This is an optimization exercise on Yosys and OpenROAD, whose aim is small area, a short achievable clock period and few clock cycles per item, not a production implementation. In this exercise RTL edits were held to simulation tests only and were not proved equivalent to the original.

### flow/flow/run.sh
#!/bin/bash
# The standard layout (standard.sh: the standard flow's own synthesis, floorplan, placement, CTS, routing)
# with two changes for timing: ORFS's repair_timing is asked for a larger setup margin, so that
# it works on the paths that set the achieved clock period, and the port buffers that
# buffer_ports inserts on every input and output are buf_4 cells. Each tool's output goes to
# the ORFS logs under orfs/logs; make's own output goes to flow_make.log here.
set -euo pipefail
bash standard.sh SETUP_SLACK_MARGIN=16 "BUFFER_PORTS_ARGS=-buffer_cell sky130_fd_sc_hd__buf_4" finish > flow_make.log 2>&1
### flow/standard.sh
#!/bin/bash
# synth_recipe.tcl (not shown) runs the flow's synth.tcl, then flattens the netlist and writes it again
# the make line also repeats each setting of config.mk as NAME=value (left out here)
make -C /OpenROAD-flow-scripts/flow DESIGN_CONFIG=/design/flow/config.mk WORK_HOME=/design/flow/orfs CLKGATE_MAP_FILE= SYNTH_SCRIPT=/design/flow/synth_recipe.tcl "${@:-finish}"
### flow/config.mk
export PLATFORM = sky130hd
export DESIGN_NAME = hrd_spim_engine
export DESIGN_NICKNAME = hrd_spim_engine
export VERILOG_FILES = /design/flow/design.v
export SDC_FILE = /design/flow/constraint.sdc
export NUM_CORES = 4
export LEC_CHECK = 0
export CAP_MARGIN = 20
export CORE_MARGIN = 2
export CORE_UTILIZATION = 40
export SLEW_MARGIN = 20
### flow/constraint.sdc
create_clock -name core_clock -period 22.0 [get_ports {clk}]
set_input_delay 4.4000 -clock core_clock [delete_from_list [all_inputs] [get_ports {clk}]]
set_output_delay 4.4000 -clock core_clock [all_outputs]
set_load 0.01 [all_outputs]
### flow/design.v
module hrd_spim_engine (
    input  wire        clk,
    input  wire        rst,
    input  wire        cmd_valid,
    output wire        cmd_ready,
    input  wire [1:0]  cmd_op,
    input  wire [63:0] cmd_word,
    input  wire [7:0]  cmd_chip,
    input  wire [15:0] cmd_cols,
    input  wire        cmd_drop,
    output wire        rsp_valid,
    input  wire        rsp_ready,
    output wire [45:0] rsp_time,
    output wire [15:0] rsp_col,
    output wire [9:0]  rsp_x,
    output wire        rsp_bin,
    output wire        rsp_oor,
    output wire        rsp_badchip,
    output wire        rsp_wrap,
    output wire        rsp_zero
);
    localparam [46:0] R_TU = 47'd53687091200000;
    localparam integer S4 = 1;                  
    localparam integer NL = 8;                  
    localparam integer SL = 9 - S4 - 2 * (NL - 4);   
    function [2:0] qsel;
        input [7:0] e;
        input [2:0] kd;
        reg signed [7:0] m2, m1, m0, mm1;
        reg ge2, ge1, ge0, gem1;
        begin
            m1 = kd[2] ? 8'sd6 : 8'sd4;
            m0 = kd[2] ? -8'sd7 : -8'sd5;
            case (kd)
                3'd0: begin m2 = 8'sd12; mm1 = -8'sd13; end
                3'd1: begin m2 = 8'sd14; mm1 = -8'sd15; end
                3'd2: begin m2 = 8'sd15; mm1 = -8'sd16; end
                3'd3: begin m2 = 8'sd16; mm1 = -8'sd18; end
                3'd4: begin m2 = 8'sd18; mm1 = -8'sd20; end
                3'd5: begin m2 = 8'sd20; mm1 = -8'sd20; end
                3'd6: begin m2 = 8'sd20; mm1 = -8'sd22; end
                default: begin m2 = 8'sd24; mm1 = -8'sd24; end
            endcase
            ge2  = $signed(e) >= m2;
            ge1  = $signed(e) >= m1;
            ge0  = $signed(e) >= m0;
            gem1 = $signed(e) >= mm1;
            qsel = {~ge0, ge2 | ~gem1, (ge1 & ~ge2) | (gem1 & ~ge0)};
        end
    endfunction
    function [49:0] mmgen;
        input [2:0]  q;
        input [45:0] nd;
        begin
            mmgen = (q[1] ? {3'b000, nd, 1'b0} : (q[0] ? {4'b0000, nd} : 50'd0)) ^ {50{~q[2]}};
        end
    endfunction
    function [135:0] srt_apply;
        input [49:0] a, b;
        input [15:0] lqs, lqc;
        input [2:0]  q;
        input [45:0] nd;
        reg [49:0] mm;
        begin
            mm = mmgen(q, nd);
            srt_apply = {a ^ b ^ mm,
                         (a[48:0] & b[48:0]) | (a[48:0] & mm[48:0]) | (b[48:0] & mm[48:0]), ~q[2],
                         lqs, q[2] ? 2'd0 : q[1:0], lqc, q[2] ? q[1:0] : 2'd0};
        end
    endfunction
    function [135:0] srt_step;
        input [49:0] rs, rc;
        input [17:0] lqs, lqc;
        input [45:0] nd;
        input [2:0]  kd;
        reg [49:0] a, b;
        reg [2:0]  q;
        begin
            a = {rs[47:0], lqs[17:16]};
            b = {rc[47:0], lqc[17:16]};
            q = qsel(a[49:42] + b[49:42], kd);
            srt_step = srt_apply(a, b, lqs[15:0], lqc[15:0], q, nd);
        end
    endfunction
    function q1_sel;
        input [4:0] dt, ct;
        input [3:0] nt;       
        reg   [8:0] t;
        reg   [9:0] pr;
        begin
            case (nt)
                4'd0: t = 9'd182;
                4'd1: t = 9'd192;
                4'd2: t = 9'd203;
                4'd3: t = 9'd214;
                4'd4: t = 9'd224;
                4'd5: t = 9'd235;
                4'd6: t = 9'd246;
                4'd7: t = 9'd256;
                4'd8: t = 9'd267;
                4'd9: t = 9'd278;
                4'd10: t = 9'd288;
                4'd11: t = 9'd299;
                4'd12: t = 9'd310;
                4'd13: t = 9'd320;
                4'd14: t = 9'd331;
                4'd15: t = 9'd342;
            endcase
            pr = dt * ct;
            q1_sel = pr >= {1'b0, t};
        end
    endfunction
    function [135:0] srt_step2;
        input [49:0] rs, rc;
        input [17:0] lqs, lqc;
        input [45:0] nd;
        input [2:0]  kd;
        reg [49:0] a, b, a2, b2, mv;
        reg [135:0] st;
        reg [2:0]  qa, qb, qv0, qv1, qv2, qv3, qv4;
        reg [7:0]  s8, c8;
        begin
            a = {rs[47:0], lqs[17:16]};
            b = {rc[47:0], lqc[17:16]};
            qa = qsel(a[49:42] + b[49:42], kd);
            mv = mmgen(3'b010, nd);       
            s8 = a[47:40] ^ b[47:40] ^ mv[47:40];
            c8 = (a[46:39] & b[46:39]) | (a[46:39] & mv[46:39]) | (b[46:39] & mv[46:39]);
            qv0 = qsel(s8 + c8, kd);
            mv = mmgen(3'b001, nd);       
            s8 = a[47:40] ^ b[47:40] ^ mv[47:40];
            c8 = (a[46:39] & b[46:39]) | (a[46:39] & mv[46:39]) | (b[46:39] & mv[46:39]);
            qv1 = qsel(s8 + c8, kd);
            mv = mmgen(3'b000, nd);       
            s8 = a[47:40] ^ b[47:40] ^ mv[47:40];
            c8 = (a[46:39] & b[46:39]) | (a[46:39] & mv[46:39]) | (b[46:39] & mv[46:39]);
            qv2 = qsel(s8 + c8, kd);
            mv = mmgen(3'b101, nd);       
            s8 = a[47:40] ^ b[47:40] ^ mv[47:40];
            c8 = (a[46:39] & b[46:39]) | (a[46:39] & mv[46:39]) | (b[46:39] & mv[46:39]);
            qv3 = qsel(s8 + c8, kd);
            mv = mmgen(3'b110, nd);       
            s8 = a[47:40] ^ b[47:40] ^ mv[47:40];
            c8 = (a[46:39] & b[46:39]) | (a[46:39] & mv[46:39]) | (b[46:39] & mv[46:39]);
            qv4 = qsel(s8 + c8, kd);
            case (qa)
                3'b010:  qb = qv0;
                3'b001:  qb = qv1;
                3'b101:  qb = qv3;
                3'b110:  qb = qv4;
                default: qb = qv2;
            endcase
            st = srt_apply(a, b, lqs[15:0], lqc[15:0], qa, nd);
            a2 = {st[133:86], lqs[15:14]};
            b2 = {st[83:36], lqc[15:14]};
            srt_step2 = srt_apply(a2, b2, st[33:18], st[15:0], qb, nd);
        end
    endfunction
    function carry49;
        input [48:0] x, y;
        reg [48:0] g, p;
        integer d, i;
        begin
            g = x & y;
            p = x ^ y;
            for (d = 1; d < 49; d = d * 2)
                for (i = 48; i >= d; i = i - 1) begin
                    g[i] = g[i] | (p[i] & g[i-d]);
                    p[i] = p[i] & p[i-d];
                end
            carry49 = g[48];
        end
    endfunction
    function [123:0] csa62;
        input [61:0] x, y, z;
        begin
            csa62 = {x ^ y ^ z, ((x & y) | (x & z) | (y & z)) << 1};
        end
    endfunction
    reg adv_q, fen_q;
    wire adv = adv_q;
    wire fen = fen_q;
    assign cmd_ready = fen_q;
    integer k, j;
    reg        v0;
    reg [1:0]  op0;
    reg [33:0] u0;       
    reg [3:0]  fine0;    
    reg        ovf0;     
    reg [7:0]  x00;      
    reg        bad0;
    reg [1:0]  ch0;
    reg [15:0] cols0;
    reg        drop0;
    wire       cmd_ev = (cmd_op == 2'd2);
    always @(posedge clk) begin
        if (rst) v0 <= 1'b0;
        else if (fen) v0 <= cmd_valid;
        if (fen) begin
            op0   <= cmd_op;
            u0    <= cmd_ev ? {cmd_word[15:0], cmd_word[43:30], ~cmd_word[19:16]} : {cmd_word[41:9], 1'b0};
            fine0 <= cmd_ev ? 4'd0 : cmd_word[8:5];
            ovf0  <= ~cmd_ev & (&cmd_word[41:9]) & (cmd_word[8:5] >= 4'd13);
            x00   <= {cmd_word[59:53], cmd_word[46]};
            bad0  <= |cmd_chip[7:2];
            ch0   <= cmd_chip[1:0];
            cols0 <= cmd_cols;
            drop0 <= cmd_drop;
        end
    end
    wire [33:0] u      = u0;
    wire [3:0]  fine   = fine0;
    wire [46:0] t0 = {ovf0 ? 13'd5067 : 13'd0, u};
    wire [46:0] t1 = {11'd0, u, 2'd0};
    wire [46:0] t2 = {9'd0, u, 4'd0};
    wire [46:0] t3 = {8'd0, u, 5'd0};
    wire [46:0] t4 = {3'd0, u, 10'd0};
    wire [46:0] t5 = {2'd0, u[33:0], 11'd0};
    wire [46:0] tf = {34'd0, fine, 2'd0, fine, 3'd0};
    wire [46:0] a1s = t0 ^ t1 ^ t2, a1c = ((t0 & t1) | (t0 & t2) | (t1 & t2)) << 1;
    wire [46:0] b1s = t3 ^ t4 ^ t5, b1c = ((t3 & t4) | (t3 & t5) | (t4 & t5)) << 1;
    wire [46:0] a2s = a1s ^ a1c ^ b1s, a2c = ((a1s & a1c) | (a1s & b1s) | (a1c & b1s)) << 1;
    wire [46:0] a3s = a2s ^ a2c ^ b1c, a3c = ((a2s & a2c) | (a2s & b1c) | (a2c & b1c)) << 1;
    wire [46:0] a4s = a3s ^ a3c ^ tf,  a4c = ((a3s & a3c) | (a3s & tf) | (a3c & tf)) << 1;
    wire [46:0] s   = a4s + a4c;
    wire [45:0] p   = s[45:0];
    wire [7:0]  x0  = x00;
    reg  [9:0]  xv;
    always @(*) begin
        case (ch0)
            2'd0:    xv = 10'd255  - {2'b00, x0};
            2'd1:    xv = 10'd1020 - {2'b00, x0};
            2'd2:    xv = 10'd765  - {2'b00, x0};
            default: xv = 10'd510  - {2'b00, x0};
        endcase
    end
    reg        v1;
    reg [1:0]  op1;
    reg [45:0] val1;
    reg [9:0]  x1;
    reg        bad1;
    reg [15:0] cols1;
    reg        drop1;
    always @(posedge clk) begin
        if (rst) v1 <= 1'b0;
        else if (fen) v1 <= v0;
        if (fen) begin
            op1 <= op0; val1 <= p; x1 <= xv; bad1 <= bad0; cols1 <= cols0; drop1 <= drop0;
        end
    end
    reg [45:0] E, REF, IV;
    reg        WRAP, IVZ;
    reg [5:0]  SH;           
    reg        cur;          
    reg [45:0] NB0, NB1;
    wire        ln1   = (op1 == 2'd1);
    wire        st1   = (op1 == 2'd0);
    wire        ev1   = (op1 == 2'd2);
    wire [45:0] bsel  = ln1 ? E : REF;
    wire [46:0] diff  = {1'b0, val1} - {1'b0, bsel};
    wire [46:0] diffr = {1'b0, val1} - {1'b0, bsel} + R_TU;
    wire        negd  = diff[46];
    wire        addr  = negd & (ln1 | WRAP);
    wire [45:0] res   = addr ? diffr[45:0] : diff[45:0];
    wire        zero1 = (val1 == E);
    wire        low1  = negd & ~WRAP;
    always @(posedge clk) begin
        if (rst) begin
            E <= 46'd0; REF <= 46'd0; WRAP <= 1'b0; IVZ <= 1'b1;
        end else if (fen & v1) begin
            if (st1) E <= val1;
            if (ln1) begin
                E <= val1; REF <= E; WRAP <= negd; IVZ <= zero1;
            end
        end
        if (fen & v1 & ln1) IV <= res;
    end
    reg        v2, ln2, ev2, bad2, low2, drop2, wr2, zr2;
    reg [45:0] tm2, dd2;
    reg [9:0]  x2;
    reg [15:0] cols2;
    always @(posedge clk) begin
        if (rst) v2 <= 1'b0;
        else if (fen) v2 <= v1;
        if (fen) begin
            ln2 <= ln1; ev2 <= ev1; bad2 <= bad1; low2 <= low1; drop2 <= drop1;
            wr2 <= negd; zr2 <= zero1;
            tm2 <= val1; dd2 <= res; x2 <= x1; cols2 <= cols1;
        end
    end
    reg [5:0] lz;
    always @(*) begin
        lz = 6'd46;
        for (k = 0; k < 46; k = k + 1)
            if (dd2[k]) lz = 6'd45 - k[5:0];
    end
    wire [45:0] ncur   = cur ? NB1 : NB0;
    wire [5:0]  shamt  = ln2 ? lz : SH;
    wire [45:0] shd    = dd2 << shamt;
    wire        high2  = ~low2 & (dd2 >= IV);
    wire [45:0] dn     = low2 ? 46'd0 : (high2 ? ncur : shd);
    wire        div2   = ev2 & ~bad2 & ~IVZ;
    wire        bin2   = div2 & (~(low2 | high2) | ~drop2);
    wire        oor2   = ev2 & ~bad2 & (IVZ | low2 | high2);
    always @(posedge clk) begin
        if (rst) begin
            cur <= 1'b0;
        end else if (fen & v2 & ln2) begin
            cur <= ~cur;
        end
        if (fen & v2 & ln2) begin
            SH <= lz;
            if (cur) NB0 <= shd; else NB1 <= shd;
        end
    end
    reg        v    [3:NL];
    reg [45:0] tm   [3:NL];
    reg [9:0]  xx   [3:NL];
    reg        fb   [3:NL];
    reg        fo   [3:NL];
    reg        fc   [3:NL];
    reg        fh   [3:NL];
    reg        dv   [3:NL];
    reg        tg   [3:NL];
    reg [2:0]  kk   [3:NL];
    reg        n41_3;        
    reg [49:0] rs   [3:NL];    
    reg [49:0] rc   [3:NL];
    reg [17:0] lqs  [3:NL];    
    reg [17:0] lqc  [3:NL];
    reg [61:0] pp [0:15];
    reg [61:0] ys, yc;
    reg [123:0] tmp;
    reg [61:0] l1 [0:10];
    reg [61:0] l2 [0:7];
    reg [61:0] l3 [0:5];
    reg [61:0] l4 [0:3];
    reg [61:0] l5 [0:2];
    always @(*) begin
        for (k = 0; k < 16; k = k + 1)
            pp[k] = lqs[3][k] ? ({16'd0, rs[3][45:0]} << k) : 62'd0;
        for (k = 0; k < 5; k = k + 1) begin
            tmp = csa62(pp[3*k], pp[3*k+1], pp[3*k+2]);
            l1[2*k] = tmp[123:62]; l1[2*k+1] = tmp[61:0];
        end
        l1[10] = pp[15];
        for (k = 0; k < 3; k = k + 1) begin
            tmp = csa62(l1[3*k], l1[3*k+1], l1[3*k+2]);
            l2[2*k] = tmp[123:62]; l2[2*k+1] = tmp[61:0];
        end
        l2[6] = l1[9]; l2[7] = l1[10];
        for (k = 0; k < 2; k = k + 1) begin
            tmp = csa62(l2[3*k], l2[3*k+1], l2[3*k+2]);
            l3[2*k] = tmp[123:62]; l3[2*k+1] = tmp[61:0];
        end
        l3[4] = l2[6]; l3[5] = l2[7];
        for (k = 0; k < 2; k = k + 1) begin
            tmp = csa62(l3[3*k], l3[3*k+1], l3[3*k+2]);
            l4[2*k] = tmp[123:62]; l4[2*k+1] = tmp[61:0];
        end
        tmp = csa62(l4[0], l4[1], l4[2]);
        l5[0] = tmp[123:62]; l5[1] = tmp[61:0]; l5[2] = l4[3];
        tmp = csa62(l5[0], l5[1], l5[2]);
        ys = tmp[123:62]; yc = tmp[61:0];
    end
    reg [49:0] nrs [4:NL+1];
    reg [49:0] nrc [4:NL+1];
    reg [17:0] nls [4:NL+1];
    reg [17:0] nlc [4:NL+1];
    reg [135:0] st;
    reg [45:0]  nsel;
    always @(*) begin
        nrs[4] = {6'd0, ys[61:18]};
        nrc[4] = {6'd0, yc[61:18]};
        nls[4] = ys[17:0];
        nlc[4] = yc[17:0];
        nsel = tg[3] ? NB1 : NB0;
        for (j = 0; j < S4; j = j + 1) begin
            st = srt_apply({nrs[4][47:0], nls[4][17:16]}, {nrc[4][47:0], nlc[4][17:16]}, nls[4][15:0], nlc[4][15:0],
                           {2'b00, q1_sel(rs[3][45:41], lqs[3][15:11], {kk[3], n41_3})}, nsel);
            {nrs[4], nrc[4], nls[4], nlc[4]} = {st[135:86], st[85:36], st[35:18], st[17:0]};
        end
        for (k = 5; k <= NL + 1; k = k + 1) begin
            nrs[k] = rs[k-1]; nrc[k] = rc[k-1]; nls[k] = lqs[k-1]; nlc[k] = lqc[k-1];
            nsel = tg[k-1] ? NB1 : NB0;
            if (k <= NL) begin
                st = srt_step2(nrs[k], nrc[k], nls[k], nlc[k], nsel, kk[k-1]);
                {nrs[k], nrc[k], nls[k], nlc[k]} = {st[135:86], st[85:36], st[35:18], st[17:0]};
            end
        end
    end
    always @(posedge clk) begin
        for (k = 3; k <= NL; k = k + 1)
            if (rst) v[k] <= 1'b0;
        if (!rst && adv) begin
            v[3] <= v2 & fen;
            for (k = 4; k <= NL; k = k + 1) v[k] <= v[k-1];
        end
        if (adv) begin
            tm[3] <= tm2; xx[3] <= x2; fb[3] <= ln2 ? wr2 : bin2; fo[3] <= ln2 ? zr2 : oor2; fc[3] <= ev2 & bad2;
            fh[3] <= high2; dv[3] <= div2; tg[3] <= cur; kk[3] <= ncur[44:42]; n41_3 <= ncur[41];
            rs[3] <= {4'd0, dn}; rc[3] <= 50'd0; lqs[3] <= {2'd0, cols2}; lqc[3] <= 18'd0;
            for (k = 4; k <= NL; k = k + 1) begin
                tm[k] <= tm[k-1]; xx[k] <= xx[k-1]; fb[k] <= fb[k-1]; fo[k] <= fo[k-1]; fc[k] <= fc[k-1];
                fh[k] <= fh[k-1]; dv[k] <= dv[k-1]; tg[k] <= tg[k-1]; kk[k] <= kk[k-1];
                rs[k] <= nrs[k]; rc[k] <= nrc[k]; lqs[k] <= nls[k]; lqc[k] <= nlc[k];
            end
        end
    end
    wire        rneg = nrs[NL+1][49] ^ nrc[NL+1][49] ^ carry49(nrs[NL+1][48:0], nrc[NL+1][48:0]);
    wire [15:0] dq0  = nls[NL+1][15:0] - nlc[NL+1][15:0];
    wire [15:0] dq1  = dq0 - 16'd1;
    wire [15:0] colf = (rneg | fh[NL]) ? dq1 : dq0;
    wire [74:0] F = {tm[NL], colf, xx[NL], fb[NL], fo[NL], fc[NL]};
    reg  [74:0] H, S;
    reg         hv, sv;
    wire        pop  = hv & rsp_ready;
    wire        push = adv & v[NL];
    always @(posedge clk) begin
        if (rst) begin
            hv <= 1'b0; sv <= 1'b0;
        end else begin
            if (!hv) begin
                hv <= push;
            end else if (pop) begin
                if (sv) sv <= 1'b0;
                else hv <= push;
            end else begin
                if (push) sv <= 1'b1;
            end
        end
        if (!hv || rsp_ready) H <= sv ? S : F;
        if (!sv) S <= F;
    end
    assign rsp_valid = hv;
    assign {rsp_time, rsp_col, rsp_x, rsp_bin, rsp_oor, rsp_badchip} = H;
    assign rsp_wrap = H[2];
    assign rsp_zero = H[1];
    wire [1:0] occ      = {1'b0, hv} + {1'b0, sv};
    wire [1:0] occ_next = occ + {1'b0, push} - {1'b0, pop};
    wire       adv_next = (occ_next <= 2'd1);
    wire       r2v_n  = fen ? v1 : v2;
    wire       r2ln_n = fen ? ln1 : ln2;
    wire       cur_n  = cur ^ (fen & v2 & ln2);
    reg  [1:0] busy;
    always @(*) begin
        busy = 2'b00;
        if (v2 & ev2) busy[cur] = 1'b1;
        for (k = 3; k <= NL; k = k + 1)
            if (v[k] & dv[k]) busy[tg[k]] = 1'b1;
    end
    wire lstall_n = r2v_n & r2ln_n & busy[~cur_n];
    always @(posedge clk) begin
        if (rst) begin
            adv_q <= 1'b1; fen_q <= 1'b1;
        end else begin
            adv_q <= adv_next;
            fen_q <= adv_next & ~lstall_n;
        end
    end
endmodule
==> results of run 1 <==
through the flow:
stage | worst slack [ps] | cells
detailed placement | 14510 | 15300
floorplan | 12970 | 11100
global placement | 14630 | 15300
global route | 15850 | 15800
CTS | 15830 | 15700
finish | 15860 | 15800
logic make-up (layout without fill, tap and decap cells):
group | Yosys count | in the layout | synth area share (%)
buffers and inverters | 1972 | 2330 | 5.84
DFF | 1744 | 1744 | 38.9
xor gates and xnor gates | 684 | 684 | 4.61
other | 0 | 5 | 0
AOI/OAI and AO/OA | 1851 | 1854 | 9.75
muxes | 470 | 470 | 3.83
and+or+nand+nor | 2226 | 2229 | 8.80
adders and majority gates | 2156 | 2156 | 28.3
flip-flops by register name (all words and copies together), names as in the netlist, 55 cells and up, named ones only:
signal  count
tm        276
lqc        55
xx         60
rc        240
H          75
lqs        96
rs        286
S          75
cell type report:
| cell class | count | area (um^2) |
|---|---|---|
| Multi-Input combinational cell | 7393 | 73700 |
| Inverter | 1534 | 5780 |
| Sequential cell | 1744 | 50500 |
| Antenna cell | 5 | 12.5 |
| Clock buffer | 250 | 5260 |
| Tap cell | 4325 | 5410 |
| Timing Repair Buffer | 435 | 4190 |
| Fill cell | 29500 | 177000 |
| Clock inverter | 111 | 1330 |
placed cells by master, fill, tap and decap left out, types with 64 or more instances in the layout:
| cell | instances |
|---|---|
| ha_1 | 839 |
| mux2_2 | 174 |
| inv_1 | 1510 |
| a21o_1 | 238 |
| and2_1 | 632 |
| clkbuf_16 | 208 |
| a21oi_1 | 354 |
| o21a_1 | 64 |
| fa_1 | 1292 |
| o21ai_0 | 206 |
| dfxtp_1 | 180 |
| nor2b_1 | 70 |
| o22ai_1 | 267 |
| nand2_1 | 618 |
| nand3_1 | 94 |
| a211oi_1 | 118 |
| nor2_1 | 343 |
| edfxtp_1 | 1559 |
| nand2b_1 | 90 |
| buf_4 | 360 |
| nor3_1 | 108 |
| mux2i_1 | 277 |
| xor2_1 | 145 |
| xnor2_1 | 489 |
metal layers:
metal	up-vias	part of all wire, %	global-route usage, %
met3	582	5.9	3.01
li1	38600	-	-
met4	10	3.4	5.96
met5	-	0.015	0
met1	43400	44	30.0
met2	2557	46	34.2
what timing repair did:
item                                   4_1_cts  5_1_grt
endpoints found under the hold margin        0        0
buffers inserted                            39       77
setup endpoints to repair                  491      465
pin swaps                                   18       87
gates resized for setup                    118      254
cloned                                      14       15
path summary, 6_finish.rpt:
path / startpoint / slack [ps] / end / depth (start not counted)
max: H[64] / 15860 / rsp_time[35] / 1
min: cols2[7] / 390 / lqs[3][7] / 0
max reg2reg: rc[6][40] / 16030 / rs[7][2] / 17
min reg2reg: cols2[7] / 390 / lqs[3][7] / 0
==> out/qor.yml, run 1 <==
sta:
  grt_setup_unrepaired: "true"
  whs_ps: 391
  worstMarginPinSlew_ps: 1340
  fin_crit_ps: 6140
  setup_violations: 0
  fmax_mhz: 163
  skew_ps: 98.1
  slew-limit-headroom_pct: 10.4
  period_share_pct: 27.9
  hold_viol: 0
  finalMaxSlewViolations: 0
  tns_ps: 0
synth:
  synth_common_cells: "edfxtp_1 (1559), inv_1 (1522), fa_1 (1304), ha_1 (852), and2_1 (636)"
  ys_warn_count: 25
  ys_ff_latch: 1744
  synth_area_um2: 130000
  synth_most_common_cell: "edfxtp_1"
  yosys.cell_types.count: 112
  synth_flop_cell: "edfxtp_1"
  synth.avg_cell_area_um2: 11.7
  synth_top_area_cell: "edfxtp_1"
  synth_nets: 13400
  async_flop_share_pct: 0
  synth_top_area_share_pct: 36.0
  syn_inst: 11100
  yosysSeqAreaShare_pct: 38.9
  ys_top_cells_by_area: "edfxtp_1 (36%), fa_1 (20%), ha_1 (8.2%)"
  synth_edf_count: 1559
final_layout:
  syn_to_final_growth_pct: 12.5
  nNetsFinal: 13600
  utilization_pct: 45.2
  drive_gt1_share_pct: 11.0
  final_cell_area_um2: 146000
setup_path:
  critPathRequiredTime_ps: 17600
  worst-path-buf-inv: 1
  crit_chain: "buf_6"
  crit_fanout: 1
  path_class: "reg2out"
  slowest_stage: "edfxtp_1"
  crit_family: "flip-flops"
  endpoint_kind: "output port"
  critPathLaunchType: "flop"
  cp_data_arrival_time_ps: 1740
  slowest_delay_ps: 680
grt:
  grt_max_degree: 89
  grt_overflow: 0
  grt_use_total_pct: 21.3
  grt_pass1_vias: 87100
  grt_pass1_wl_um: 540000
  antenna_found_initial: 18
place:
  port_buffers: 161
  dp_hpwl_um: 267000
  globalplace.congestion: 0.903
  placed_area_um2: 136000
outcome:
  status: "no timing/DRC/antenna violations"
die:
  die_w_um: 574
  core_um2: 324000
  start_util_pct: 40.1
  ios: 174
  dieArea_um2: 329000
  rows: 209
  die_h_um: 574
clocking:
  htreeDepth: 4
  cts_tree: "built"
  clk_latency_ps: 920
  cts-root-buf: "clkbuf_16"
  path_clk_slew_ps: 80
  cts.sinks: 1744
  cts_hold_buf: 0
  cts_buffers: 195
  clock_path_buffers: 4
routing:
  drt-total-wl_um: 362000
  firstDrtPassIters: 6
  detail_route.wl_per_cell_um: 22.9
  dr.first_iter.drc_count: 6733
  via_count: 85100
  ant_nets: 0
  drc_errors: 0
  via_per_inst: 5.39
hold_path:
  hold_class: "reg2reg"
job:
  drv_cap: 0
Testbench counts, summed over its fixed seeds: cycles 9,680, events 9,381.
==> inputs of run 2 (changes only) <==
--- a/flow/config.mk
+++ b/flow/config.mk
@@ -8,4 +8,6 @@
 export CAP_MARGIN = 20
 export CORE_MARGIN = 2
 export CORE_UTILIZATION = 40
+export CTS_CLUSTER_DIAMETER = 100
+export CTS_CLUSTER_SIZE = 24
 export SLEW_MARGIN = 20
==> run 2 against run 1 <==
Still clean. Area after synthesis unchanged. Clock skew down 5.3 ps. Die area unchanged. Largest cell class unchanged. Final cell count down 1.1%. Core utilization down 1.1 points. Sequential cell count unchanged. Fmax about the same. Critical path type unchanged. Register-to-register slack about the same. Critical path depth unchanged. Via count down 0.68%. Worst setup slack about the same.
==> out/qor.yml, run 2 <==
final_layout:
  final_common_cell: "edfxtp_1"
  final_cell_area_um2: 143000
  largest_registers: "rs: 286 flops, tm: 276 flops, rc: 240 flops"
  nNetsFinal: 13500
  drive_gt1_share_pct: 9.51
  final_cell_mix: "edfxtp_1 (1559), inv_1 (1511), fa_1 (1292)"
  largest_reg_flops: 286
  syn_to_final_growth_pct: 9.88
  largest_register: "rs"
  utilization_pct: 44.1
place:
  port_buffers: 161
  dp_hpwl_um: 267000
  globalplace.congestion: 0.903
  placed_area_um2: 136000
  place_ws_ps: 14510
setup_path:
  crit_path_end: "rsp_time[35]"
  critPathLaunchType: "flop"
  cp_data_arrival_time_ps: 1740
  crit_fanout: 1
  critPathRequiredTime_ps: 17600
  crit_chain: "buf_6"
  worst-path-buf-inv: 1
  slowest_delay_ps: 630
  startpoint: "H[64]"
  rrSetupSlack_ps: 16020
  crit_family: "flip-flops"
  endpoint_kind: "output port"
  path_class: "reg2out"
  worstRegToRegCells: 21
  slowest_stage: "edfxtp_1"
  cp.depth: 1
  reg2reg_from: "tg[5]"
  rr_endpoint: "rs[6][25]"
sta:
  worstMarginPinSlew_ps: 1220
  grt_setup_unrepaired: "true"
  slew-limit-headroom_pct: 18.4
  setup_violations: 0
  hold_viol: 0
  period_share_pct: 27.9
  whs_ps: 388
  tns_ps: 0
  fin_crit_ps: 6150
  finalMaxSlewViolations: 0
  fmax_mhz: 163
  skew_ps: 92.8
  worst_slack_ps: 15860
die:
  start_util_pct: 40.1
  dieArea_um2: 329000
  die_w_um: 574
  die_h_um: 574
  ios: 174
  rows: 209
  core_um2: 324000
clocking:
  path_clk_slew_ps: 90
  cts_buffers: 101
  htreeDepth: 3
  cts-root-buf: "clkbuf_16"
  cts.sinks: 1744
  clk_latency_ps: 920
  cts_hold_buf: 0
  cts_tree: "built"
  clock_path_buffers: 4
grt:
  grt_overflow: 0
  grt_use_total_pct: 21.3
  antenna_found_initial: 16
  grt_max_degree: 89
  grt_pass1_wl_um: 539000
  grt_pass1_vias: 86100
routing:
  drt-total-wl_um: 360000
  firstDrtPassIters: 6
  via_count: 84500
  via_per_inst: 5.41
  detail_route.wl_per_cell_um: 23.1
  ant_nets: 0
  dr.first_iter.drc_count: 7090
  drc_errors: 0
synth:
  yosysSeqAreaShare_pct: 38.9
  synth_nets: 13400
  synth_edf_count: 1559
  async_flop_share_pct: 0
  ys_warn_count: 25
  synth_most_common_cell: "edfxtp_1"
  synth.avg_cell_area_um2: 11.7
  ys_ff_latch: 1744
  yosys.cell_types.count: 112
  synth_area_um2: 130000
  synth_top_area_cell: "edfxtp_1"
  ys_top_cells_by_area: "edfxtp_1 (36%), fa_1 (20%), ha_1 (8.2%)"
  syn_inst: 11100
  synth_common_cells: "edfxtp_1 (1559), inv_1 (1522), fa_1 (1304), ha_1 (852), and2_1 (636)"
  synth_flop_cell: "edfxtp_1"
  synth_top_area_share_pct: 36.0
hold_path:
  hold_class: "reg2reg"
job:
  drv_cap: 0
outcome:
  status: "no timing/DRC/antenna violations"
[run 2: cell count changes in the layout (fill, tap and decap cells not counted), moves of 10 or more]
cell | before | now
a32oi_2 | 24 | 5
clkbuf_1 | 40 | 30
clkinv_1 | 22 | 4
clkbuf_16 | 208 | 114
o32ai_2 | 38 | 24
clkinv_2 | 33 | 2
a32oi_1 | 24 | 41
bufinv_16 | 21 | 2
o32ai_1 | 11 | 26
clkbuf_8 | 15 | 2
[run 2: how the worst min path moves through the flow]
| stage | from | to | slack [ps] | cells past startpoint |
|---|---|---|---|---|
| 6_report | tm[5][3] | tm[6][3] | 390 | 0 |
| 5_1_grt | cols2[12] | lqs[3][12] | 400 | 0 |
| 4_1_cts | tm[5][3] | tm[6][3] | 390 | 0 |
| 3_5_place_dp | cols1[8] | cols2[8] | 400 | 0 |
| 3_3_place_gp | fh[6] | fh[7] | 400 | 0 |
| 2_1_floorplan | bad0 | bad1 | 400 | 0 |
[run 2: stage by stage]
| stage | cells |
|---|---|
| finish | 15600 |
| global placement | 15300 |
| CTS | 15500 |
| global route | 15600 |
| detailed placement | 15300 |
| floorplan | 11100 |
[run 2: cell type report]
type / instances / area, um^2
inverters: 1534 / 5780
fillers: 29800 / 181000
diodes: 6 / 15.0
repair buffers: 446 / 4360
clock buffers: 134 / 2700
well taps: 4325 / 5410
flip-flops and latches: 1744 / 50500
multi-input cells: 7394 / 73400
clock inverters: 38 / 554
[run 2: per-layer routing]
metal | track usage (%) | up-vias | share of wire (%)
met4 | 5.52 | 10 | 3.0
met2 | 34.5 | 2515 | 47
li1 | - | 38300 | -
met5 | 0 | - | 0.016
met3 | 2.74 | 453 | 6.0
met1 | 30.1 | 43200 | 44
[run 2: kinds of logic after synthesis]
family	share of synthesized area [%]
AND/OR/NAND/NOR	8.80
flip-flops	38.9
XOR/XNOR	4.61
AO/OA/AOI/OAI	9.75
multiplexers	3.83
adder cells (fa/ha/maj)	28.3
buffers and inverters	5.84
[run 2: timing repair]
action                                  CTS  global route
buffers inserted                         52            73
gates resized for setup                 148           193
pin swaps                                29            69
gates cloned                             19            13
endpoints found under the setup margin  500           453
==> inputs of run 3 (changes only) <==
--- a/flow/design.v
+++ b/flow/design.v
@@ -248,7 +248,7 @@
             op1 <= op0; val1 <= p; x1 <= xv; bad1 <= bad0; cols1 <= cols0; drop1 <= drop0;
         end
     end
-    reg [45:0] E, REF, IV;
+    reg [45:0] E, REF;
     reg        WRAP, IVZ;
     reg [5:0]  SH;           
     reg        cur;          
@@ -273,7 +273,6 @@
                 E <= val1; REF <= E; WRAP <= negd; IVZ <= zero1;
             end
         end
-        if (fen & v1 & ln1) IV <= res;
     end
     reg        v2, ln2, ev2, bad2, low2, drop2, wr2, zr2;
     reg [45:0] tm2, dd2;
@@ -297,7 +296,8 @@
     wire [45:0] ncur   = cur ? NB1 : NB0;
     wire [5:0]  shamt  = ln2 ? lz : SH;
     wire [45:0] shd    = dd2 << shamt;
-    wire        high2  = ~low2 & (dd2 >= IV);
+    wire [45:0] topm   = ~({46{1'b1}} >> SH);
+    wire        high2  = ~low2 & ((|(dd2 & topm)) | (shd >= ncur));
     wire [45:0] dn     = low2 ? 46'd0 : (high2 ? ncur : shd);
     wire        div2   = ev2 & ~bad2 & ~IVZ;
     wire        bin2   = div2 & (~(low2 | high2) | ~drop2);
--- a/flow/config.mk
+++ b/flow/config.mk
@@ -8,6 +8,4 @@
 export CAP_MARGIN = 20
 export CORE_MARGIN = 2
 export CORE_UTILIZATION = 40
-export CTS_CLUSTER_DIAMETER = 100
-export CTS_CLUSTER_SIZE = 24
 export SLEW_MARGIN = 20
==> run 3 against run 2 <==
Still clean. Global-route usage is 0.12 points lower. Hold slack better by 15 ps. Area after synthesis is 0.44% lower. Synthesized cell count is 0.25% higher. Clock skew is 14 ps lower. Sequential share of layout area is 2.8 points lower.
==> out/qor.yml, run 3 <==
die:
  start_util_pct: 40.3
  die_w_um: 573
  die_h_um: 573
  dieArea_um2: 328000
  rows: 208
  core_um2: 321000
  ios: 174
place:
  globalplace.congestion: 0.935
  dp_hpwl_um: 266000
  port_buffers: 161
synth:
  synth_nets: 13400
  synth_most_common_cell: "edfxtp_1"
  async_flop_share_pct: 0
  ys_ff_latch: 1698
  synth_flop_cell: "edfxtp_1"
  synth_top_area_cell: "edfxtp_1"
  synth_top_area_share_pct: 35.1
  synth.avg_cell_area_um2: 11.6
  synth_edf_count: 1513
  yosys.cell_types.count: 111
  ys_top_cells_by_area: "edfxtp_1 (35%), fa_1 (20%), ha_1 (8.2%)"
  syn_inst: 11100
  yosysSeqAreaShare_pct: 38.0
  synth_common_cells: "edfxtp_1 (1513), inv_1 (1501), fa_1 (1304), ha_1 (852), nand2_1 (635)"
  ys_warn_count: 25
  synth_area_um2: 129000
final_layout:
  largest_registers: "rs: 286 flops, tm: 276 flops, rc: 240 flops"
  largest_register: "rs"
  nFillCells: 28600
  final_common_cell: "edfxtp_1"
  utilization_pct: 47.0
  drive_gt1_share_pct: 17.0
  final_cell_mix: "edfxtp_1 (1513), inv_1 (1487), fa_1 (1172)"
  nNetsFinal: 13800
  largest_reg_flops: 286
  syn_to_final_growth_pct: 16.7
clocking:
  cts.sinks: 1698
  htreeDepth: 4
  clk_latency_ps: 880
  cts_tree: "built"
  cts-root-buf: "clkbuf_16"
  path_clk_slew_ps: 60
  clock_path_buffers: 4
  cts_buffers: 187
  cts_hold_buf: 0
sta:
  worstMarginPinSlew_ps: 1220
  tns_ps: 0
  setup_violations: 0
  fin_crit_ps: 6890
  whs_ps: 403
  finalMaxSlewViolations: 0
  grt_setup_unrepaired: "true"
  period_share_pct: 31.3
  slew-limit-headroom_pct: 17.8
  hold_viol: 0
  skew_ps: 78.4
  fmax_mhz: 145
setup_path:
  worst-path-buf-inv: 7
  critPathLaunchType: "flop"
  crit_fanout: 8
  path_class: "reg2reg"
  rr_endpoint: "rs[3][16]"
  rrSetupSlack_ps: 15110
  worstRegToRegCells: 25
  critPathRequiredTime_ps: 22580
  slowest_delay_ps: 600
  crit_family: "compound AO/OA/AOI/OAI gates"
  startpoint: "dd2[21]"
  reg2reg_from: "dd2[21]"
  endpoint_kind: "flop"
  cpMostUsedCell: "buf_4"
  slowest_stage: "or4_4"
  cp_data_arrival_time_ps: 7470
hold_path:
  holdPathEnd: "xx[3][4]"
  hold_class: "reg2reg"
  min_from: "x2[4]"
  hold_depth: 0
routing:
  ant_nets: 0
  via_count: 86000
  firstDrtPassIters: 6
  detail_route.wl_per_cell_um: 23.0
  drc_errors: 0
  drt-total-wl_um: 367000
  dr.first_iter.drc_count: 6488
  via_per_inst: 5.39
outcome:
  status: "no timing/DRC/antenna violations"
grt:
  grt_pass1_wl_um: 540000
  grt_max_degree: 190
  grt_use_total_pct: 21.1
  grt_overflow: 0
  antenna_found_initial: 17
  grt_pass1_vias: 88700
job:
  drv_cap: 0
run 3: final cells by class:
cell class	instances	area, um^2	area share (%)
Multi-Input combinational cell	7489	78000	51.6
Sequential cell	1698	49200	32.6
Timing Repair Buffer	624	6360	4.22
Inverter	1504	5660	3.75
Tap cell	4305	5390	3.57
Clock buffer	232	4970	3.29
Clock inverter	112	1470	0.975
Antenna cell	4	10.0	0.00663
run 3: worst max path at each step:
| stage | to | slack [ps] | cells past startpoint |
|---|---|---|---|
| floorplan | flop | 13170 | 7 |
| global placement | rs[3][41] | 12360 | 24 |
| detailed placement | rs[3][40] | 12450 | 24 |
| CTS | fo[3] | 15150 | 28 |
| global route | fo[3] | 15020 | 29 |
| finish | rs[3][16] | 15110 | 25 |
run 3: stage by stage:
step	cell area, um^2	setup slack, ps	instances
after floorplan	129000	13170	11100
after global placement	135000	12360	15300
after detailed placement	135000	12450	15300
after CTS	145000	15150	15800
after global routing	151000	15020	16000
final	151000	15110	16000
run 3: metal layers:
| metal | routed length [um] | track usage (%) | share of wire [%] |
|---|---|---|---|
| met1 | 159000 | 29.1 | 43 |
| met2 | 174000 | 34.8 | 47 |
| met3 | 19500 | 2.78 | 5.3 |
| met4 | 14300 | 6.18 | 3.9 |
| met5 | 27 | 0 | 0.0074 |
run 3: cell families (layout without fill, tap and decap cells):
family                     count (synthesis)  count (layout)  share of synthesized area [%]
other                                      0               4                              0
DFF                                     1698            1698                           38.0
buffers and inverters                   1948            2472                           5.83
muxes                                    535             535                           4.42
xor gates and xnor gates                 686             686                           4.64
AOI/OAI and AO/OA                       1830            1830                           9.64
adders and majority gates               2161            2161                           28.5
and+or+nand+nor                         2273            2277                           9.03
run 3: what timing repair did:
item	in CTS	in global routing
pin swaps	162	401
buffers inserted	149	128
cloned	21	36
gates resized for setup	396	691
hold endpoints to repair	0	0
endpoints found under the setup margin	443	506
Testbench counts of run 3, summed over its fixed seeds: cycles 9,680, events 9,381.
==> inputs of run 4 (changes only) <==
--- a/flow/config.mk
+++ b/flow/config.mk
@@ -8,4 +8,6 @@
 export CAP_MARGIN = 20
 export CORE_MARGIN = 2
 export CORE_UTILIZATION = 40
+export CTS_CLUSTER_DIAMETER = 100
+export CTS_CLUSTER_SIZE = 24
 export SLEW_MARGIN = 20
==> run 4 against run 3 <==
Critical path depth grew 2. Register-to-register slack lost 40 ps. Via count shrank 1.2%. Core utilization shrank 1.6 points. Non-clock buffer count shrank 42. Still clean on timing, DRC and antenna. Largest cell class unchanged.
==> out/qor.yml, run 4 <==
final_layout:
  drive_gt1_share_pct: 13.7
  nNetsFinal: 13600
  seq_area_um2: 49200
  syn_to_final_growth_pct: 12.7
  final_cell_mix: "edfxtp_1 (1513), inv_1 (1492), fa_1 (1246)"
  nFillCells: 29100
  multi_input_area_um2: 76500
  largest_register: "rs"
  largest_reg_flops: 286
  final_common_cell: "edfxtp_1"
  largest_registers: "rs: 286 flops, tm: 276 flops, rc: 240 flops"
die:
  ios: 174
  start_util_pct: 40.3
  die_h_um: 573
  die_w_um: 573
  dieArea_um2: 328000
  core_um2: 321000
  rows: 208
synth:
  async_flop_share_pct: 0
  synthSimpleGateAreaFrac_pct: 9.03
  ys_ff_latch: 1698
  synth_top_family_by_area: "adder cells"
  synth.avg_cell_area_um2: 11.6
  ys_top_cells_by_area: "edfxtp_1 (35%), fa_1 (20%), ha_1 (8.2%)"
  synth_nets: 13400
  synth_area_um2: 129000
  synth_compound_area_share_pct: 9.64
  yosys.area_share.xor_xnor_pct: 4.64
  ys_warn_count: 25
  synth_top_area_share_pct: 35.1
  synthAdderAreaFrac_pct: 28.5
  syn_inst: 11100
  synth_most_common_cell: "edfxtp_1"
  synth_edf_count: 1513
  synth_top_area_cell: "edfxtp_1"
  synth_flop_cell: "edfxtp_1"
  yosys.cell_types.count: 111
  synthMuxAreaShare_pct: 4.42
  synth_common_cells: "edfxtp_1 (1513), inv_1 (1501), fa_1 (1304), ha_1 (852), nand2_1 (635)"
  yosysSeqAreaShare_pct: 38.0
sta:
  tns_ps: 0
  setup_violations: 0
  worstMarginPinSlew_ps: 1250
  whs_ps: 410
  fin_crit_ps: 6930
  grt_setup_unrepaired: "true"
  finalMaxSlewViolations: 0
  hold_viol: 0
  period_share_pct: 31.5
  fmax_mhz: 144
  skew_ps: 81.4
  slew-limit-headroom_pct: 16.3
place:
  dp_hpwl_um: 266000
  globalplace.congestion: 0.935
  port_buffers: 161
setup_path:
  path_class: "reg2reg"
  cp_data_arrival_time_ps: 7520
  endpoint_kind: "flop"
  rrSetupSlack_ps: 15070
  critPathRequiredTime_ps: 22590
  critPathLaunchType: "flop"
  crit_fanout: 8
clocking:
  cts.sinks: 1698
  clock_path_buffers: 4
  cts_buffers: 98
  cts-root-buf: "clkbuf_16"
  cts_hold_buf: 0
  clk_latency_ps: 880
  cts_tree: "built"
  htreeDepth: 3
  path_clk_slew_ps: 100
outcome:
  status: "no timing/DRC/antenna violations"
grt:
  grt_use_total_pct: 20.9
  grt_pass1_vias: 87700
  antenna_found_initial: 15
  grt_max_degree: 190
  grt_overflow: 0
  grt_pass1_wl_um: 535000
routing:
  drt-total-wl_um: 359000
  detail_route.wl_per_cell_um: 22.8
  ant_nets: 0
  firstDrtPassIters: 8
  dr.first_iter.drc_count: 6803
  drc_errors: 0
  via_per_inst: 5.40
  via_count: 85000
job:
  drv_cap: 0
hold_path:
  hold_class: "reg2reg"
==> run 4: cell count changes in the layout (fill, tap and decap cells not counted), moves of 35 or more <==
cell       delta
clkbuf_16    -92
fa_1         +74
fa_2         -74
o22ai_4      -46
buf_4        -39
xnor2_2      -39
xnor2_1      +37
o22ai_1      +35
==> run 4: worst max-delay path, cell delays in order (launching register included) <==
cell	delay, ps
edfxtp_1	500
or4_1	610
a311oi_4	280
o21ai_2	120
a31oi_4	310
buf_6	140
buf_6	110
buf_16	140
buf_4	150
mux2i_1	190
mux2i_1	120
mux2_2	340
a22oi_2	330
o221ai_4	210
ha_1	350
nand4_1	190
nor4_4	450
nand2_2	130
or4_4	620
o22ai_4	210
or4_4	170
a221oi_4	60
nand3_4	130
or2_4	180
buf_8	170
clkbuf_16	160
a21oi_1	80
o21a_1	150
==> run 4: cells by family after synthesis <==
family | Yosys count
compound gates | 1830
xor+xnor | 686
fa+ha+maj | 2161
buf+inv | 1948
flops | 1698
mux | 535
simple gates | 2273
==> run 4: through the flow <==
stage / cell area (um^2) / setup slack (ps) / cells / util, %
6_report: 146000 / 15070 / 15700 / 45.4
5_1_grt: 146000 / 14940 / 15700 / 45.4
4_1_cts: 142000 / 15140 / 15600 / 44.3
3_5_place_dp: 135000 / 12450 / 15300 / 42.1
3_3_place_gp: 135000 / 12360 / 15300 / 42.1
2_1_floorplan: 129000 / 13170 / 11100 / -
==> run 4: timing repair <==
action	CTS	global route
pin swaps	130	218
gates resized for setup	425	384
endpoints found under the setup margin	442	478
setup buffers	146	95
gates cloned	22	27
==> run 4: area by class of cell <==
| type | count | share of cell area, % |
|---|---|---|
| Sequential cell | 1698 | 33.7 |
| Clock inverter | 39 | 0.338 |
| Timing Repair Buffer | 582 | 4.11 |
| Tap cell | 4305 | 3.69 |
| Clock buffer | 128 | 1.79 |
| Inverter | 1504 | 3.88 |
| Multi-Input combinational cell | 7487 | 52.5 |
| Antenna cell | 3 | 0.00515 |
==> run 4: worst paths after layout <==
check,from,to,cells past startpoint
hold / removal,tm[5][7],tm[6][7],0
setup reg to reg,dd2[2],rs[3][13],27
hold reg to reg,tm[5][7],tm[6][7],0
setup / recovery,dd2[2],rs[3][13],27
==> run 4: per-layer routing <==
| layer | global-route usage, % | share of wire [%] |
|---|---|---|
| met1 | 29.2 | 44 |
| met5 | 0 | 0.0036 |
| met3 | 2.47 | 5.3 |
| met4 | 5.40 | 3.2 |
| met2 | 34.6 | 48 |

## what the ideal ports hide
Ports are ideal in the flow. The routed layouts listed here were re-timed in OpenROAD.
Step 1 sets driving cells, clkbuf_16 on the clock port and buf_2 on the other inputs (assumed; they add their load-dependent delay and slew).
Step 2 adds t to the input delays and takes it off the output delays; t is the mean of the earliest and latest rising clock arrival at the registers after step 1. Input paths then give back, and output paths get back, about the clock's delay inside the block.
Slacks: ideal ports / drivers / drivers and shift; pairs: ideal ports / drivers.
run | t, ns | slack for setup (ns) | worst register clock-pin slew, ns
run 1 | 0.964 | 15.855 / 15.759 / 15.926 | 0.08 / 0.08
run 2 | 0.964 | 15.855 / 15.759 / 15.901 | 0.10 / 0.10
run 3 | 0.937 | 15.113 / 15.113 / 15.113 | 0.07 / 0.07
run 4 | 0.928 | 15.068 / 15.068 / 15.068 | 0.10 / 0.10
After both steps setup and hold are still met in every run listed.
